Source: an optimization exercise on an open RTL-to-GDS flow (aim: small area, a short achievable clock period and few clock cycles). Production flows keep margins and buffers that such runs may drop. The RTL was checked by simulation tests, not by an equivalence proof against the original design. Power is estimated from default activity; no workload was simulated.

==> inputs of job 8206 <==
Design soc16_core, start of the top module:
module soc16_core (
    input  wire        clk,
    input  wire        rst,           
    input  wire [8:0]  code_size,     
    output reg         mem_req,
    output reg         mem_we,
    output reg  [7:0]  mem_addr,
    output reg  [15:0] mem_wdata,
    input  wire        mem_ready,
    input  wire [15:0] mem_rdata,
    output reg         in_req,
    input  wire        in_valid,
    input  wire        in_eof,
    input  wire        in_abort,
    input  wire [15:0] in_data,
    output reg         out_valid,
    output reg  [15:0] out_data,
    input  wire        cancel,
    output reg         halted,
    output reg         faulted,
    output reg  [3:0]  fault_code,
    output reg  [15:0] fault_pc,
    output reg  [15:0] fault_word
);
    localparam [3:0] F_MEM_OOB    = 4'd1,
                     F_JUMP       = 4'd3,
                     F_MEM_TARGET = 4'd4,
                     F_DIV_ZERO   = 4'd5,
                     F_OVERFLOW   = 4'd6,
                     F_OPCODE     = 4'd7,
                     F_INTERRUPT  = 4'd8,
                     F_EOF        = 4'd9;
    reg        st_x;       
    reg        st_m;       
    reg        st_div;     
    reg        st_rd;      
    reg [8:0]  cs;         
    reg        iv;         
    reg [15:0] ir;         
    reg [8:0]  ipc;        
    reg [8:0]  ipc1;       
    reg        pt;         
    reg [15:0] ra_sel;     
    reg [15:0] rb_sel;
    reg [8:0]  fq;         
    reg [7:0]  maddr;      
    reg        mwe;        
    reg        acc_we;
    reg [7:0]  acc_addr;
    reg [15:0] dq;         
    reg [3:0]  ld_rx;      
    reg [3:0]  fcode;
  ...
Settings: LEC_CHECK=0, CAP_MARGIN=20, CORE_MARGIN=2, CORE_UTILIZATION=40, SLEW_MARGIN=20; clock period 16.0 ns.
standard.sh (not shown) runs the stock make flow with config.mk's settings and CLKGATE_MAP_FILE= SYNTH_SCRIPT=/design/flow/synth_recipe.tcl, a recipe that flattens the netlist after the stock synthesis.
==> flow/flow/run.sh <==
#!/bin/bash
set -euo pipefail
bash standard.sh SETUP_SLACK_MARGIN=11.5 finish > flow_make.log 2>&1
==> job 1869: changes against job 8206 <==
--- a/flow/design.v
+++ b/flow/design.v
@@ -236,14 +236,15 @@
     reg [7:0]  maddr;      
     reg        mwe;        
     reg        acc_we;
     reg [7:0]  acc_addr;
     reg [15:0] dq;         
     reg [3:0]  ld_rx;      
     reg [3:0]  fcode;
+    reg        ovf_pend;   
     reg [15:0] rec_word;   
     reg [8:0]  rec_pc;
     wire [3:0] op   = ir[15:12];
     wire [3:0] rx   = ir[11:8];
     wire [3:0] ry   = ir[7:4];
     wire [3:0] rz   = ir[3:0];
     wire [7:0] imm  = ir[7:0];
@@ -318,23 +319,25 @@
                            (f_op == 4'h8) || (f_op == 4'h9) || (f_op == 4'hA);
     wire [15:0] f_dx     = 16'd1 << mem_rdata[11:8];
     wire [15:0] f_dy     = 16'd1 << mem_rdata[7:4];
     wire [15:0] f_dz     = 16'd1 << mem_rdata[3:0];
     wire        f_mul    = (f_op == 4'h8);
     wire [15:0] f_sa     = f_mul ? f_dz : f_use_ry ? f_dy : f_dx;
     wire [15:0] f_sb     = f_mul ? f_dy : (f_op == 4'h4) ? f_dx : f_dz;
-    wire        xg = st_x && iv && !cancel && !pc_oob;    
+    wire        xg = st_x && iv && !cancel && !pc_oob && !ovf_pend;    
     reg        go_fault;
     reg [3:0]  nf_code;
     reg        go_halt;
     always @(*) begin
         go_fault = 1'b0;
         nf_code  = 4'd0;
         go_halt  = 1'b0;
-        if (st_x) begin
+        if (ovf_pend) begin
+            go_fault = 1'b1; nf_code = F_OVERFLOW;
+        end else if (st_x) begin
             if (cancel) begin
                 go_fault = 1'b1; nf_code = F_INTERRUPT;
             end else if (!iv) begin
                 if (fq >= cs) begin go_fault = 1'b1; nf_code = F_MEM_OOB; end
             end else if (pc_oob) begin
                 go_fault = 1'b1; nf_code = F_MEM_OOB;
             end else begin
@@ -350,15 +353,15 @@
                     end
                     4'h1: ;
                     4'h2, 4'h3: if (!imm_addr_ok) begin go_fault = 1'b1; nf_code = F_MEM_TARGET; end
                     4'h4: begin
                         if (!i_ldi) begin go_fault = 1'b1; nf_code = F_OPCODE; end
                         else if (!reg_addr_ok) begin go_fault = 1'b1; nf_code = F_MEM_TARGET; end
                     end
-                    4'h5, 4'h6, 4'h7: if (alu_ovf) begin go_fault = 1'b1; nf_code = F_OVERFLOW; end
+                    4'h5, 4'h6, 4'h7: ;                                  
                     4'h8: ;
                     4'h9, 4'hA: if (rb_data == 16'd0) begin go_fault = 1'b1; nf_code = F_DIV_ZERO; end
                     default: if (!imm_tgt_ok) begin go_fault = 1'b1; nf_code = F_JUMP; end
                 endcase
             end
         end
         if (st_div && md_done) begin
@@ -423,20 +426,22 @@
             iv        <= 1'b0;
             fq        <= 9'd0;
             maddr     <= 8'd0;
             mwe       <= 1'b0;
             halted    <= 1'b0;
             faulted   <= 1'b0;
             out_valid <= 1'b0;
+            ovf_pend  <= 1'b0;
         end else begin
             st_x      <= n_x;
             st_m      <= n_m;
             st_div    <= n_div;
             st_rd     <= n_rd && !go_fault;
             out_valid <= xg && i_write;
+            ovf_pend  <= xg && (op == 4'h5 || op == 4'h6 || op == 4'h7) && alu_ovf;
             fq        <= nxt_fq;
             maddr     <= nxt_m ? nxt_acc_addr : nxt_fq[7:0];
             mwe       <= n_m && nxt_acc_we;
             if (ld_ir) begin
                 ir      <= mem_rdata;
                 ipc     <= fetch_addr;
                 ipc1    <= fetch_addr + 9'd1;
@@ -450,15 +455,15 @@
             if (go_halt)
                 halted <= 1'b1;
             if (go_fault) begin
                 faulted <= 1'b1;
                 fcode   <= nf_code;
             end
         end
-        if (st_x) begin
+        if (st_x && !ovf_pend) begin
             rec_word <= ir;
             rec_pc   <= iv ? ipc : fq;
         end
         if (st_x && iv) begin
             acc_we   <= x_st;
             acc_addr <= x_acc;
             ld_rx    <= rx;
Settings changed: CORE_UTILIZATION 40 to 55.
==> notes.md <==
Of job 8206 and job 1869, job 1869 has the higher utilization (gap 16 points).
In job 8206 the worst hold slack is higher than in job 1869, by 0.024 ns.
Cell count: job 8206 is higher than job 1869 (about 8%).
Non-clock buffer count: job 8206 is higher than job 1869 (111).
Between job 1869 and job 8206, the lower sequential share of layout area is in job 8206 (gap 1.5 points).
==> figures <==
| quantity | job 1869 | job 8206 |
|---|---|---|
| Number of buffers created by CTS | 52 | 50 |
| Status | finished clean | finished clean |
| Worst Path Max Fanout | 7 | 8 |
| Netlist cell types | 92 | 95 |
| Pin count of the biggest net entering global routing | 63 | 70 |
| Cell row count | 86 | 100 |
| Placeable core region | 0.05499 sq mm | 0.07470 sq mm |
| Proportion of total power due to net switching | 38.89% | 39.80% |
| Count of flip-flops and latches | 475 | 474 |
| Number of buffers inserted by post-CTS setup repair | 56 | 125 |
| Proportion of cell area spent on the clock network | 4.845% | 4.485% |
| Lkg Pwr | 0.01372 uW | 0.01397 uW |
Testbench counts of job 8206, summed over its fixed seeds: cycles 120,201.
Testbench counts of job 1869, summed over its fixed seeds: cycles 120,201.

what the ideal ports hide:
In the flow no input, the clock included, has a driving cell. The finished layouts below were timed again as built, in two steps.
Step 1 sets driving cells, clkbuf_16 on the clock port and buf_2 on the other inputs (assumed; they add their load-dependent delay and slew).
Step 2, shift: input delay + t, output delay - t, t = (earliest + latest rising clock arrival at the registers) / 2. This alone moves slack from input paths to output paths.
Slacks: ideal / step 1 / step 2; pairs: ideal / step 1.
| run | t (ns) | setup WS [ns] | worst setup path at the end | latest minus earliest clock arrival (ns) | cell pins on the clock port's net |
|---|---|---|---|---|---|
| job 8206 | 0.681 | 11.314 / 11.314 / 10.776 | input to register | 0.042 / 0.042 | 1 |
| job 1869 | 0.680 | 11.379 / 11.391 / 10.741 | input to register | 0.022 / 0.022 | 1 |
After both steps setup and hold are still met in every run listed. The setup slack of job 1869, which loses most, moves by +0.012 ns with the drivers and by -0.638 ns with both steps.
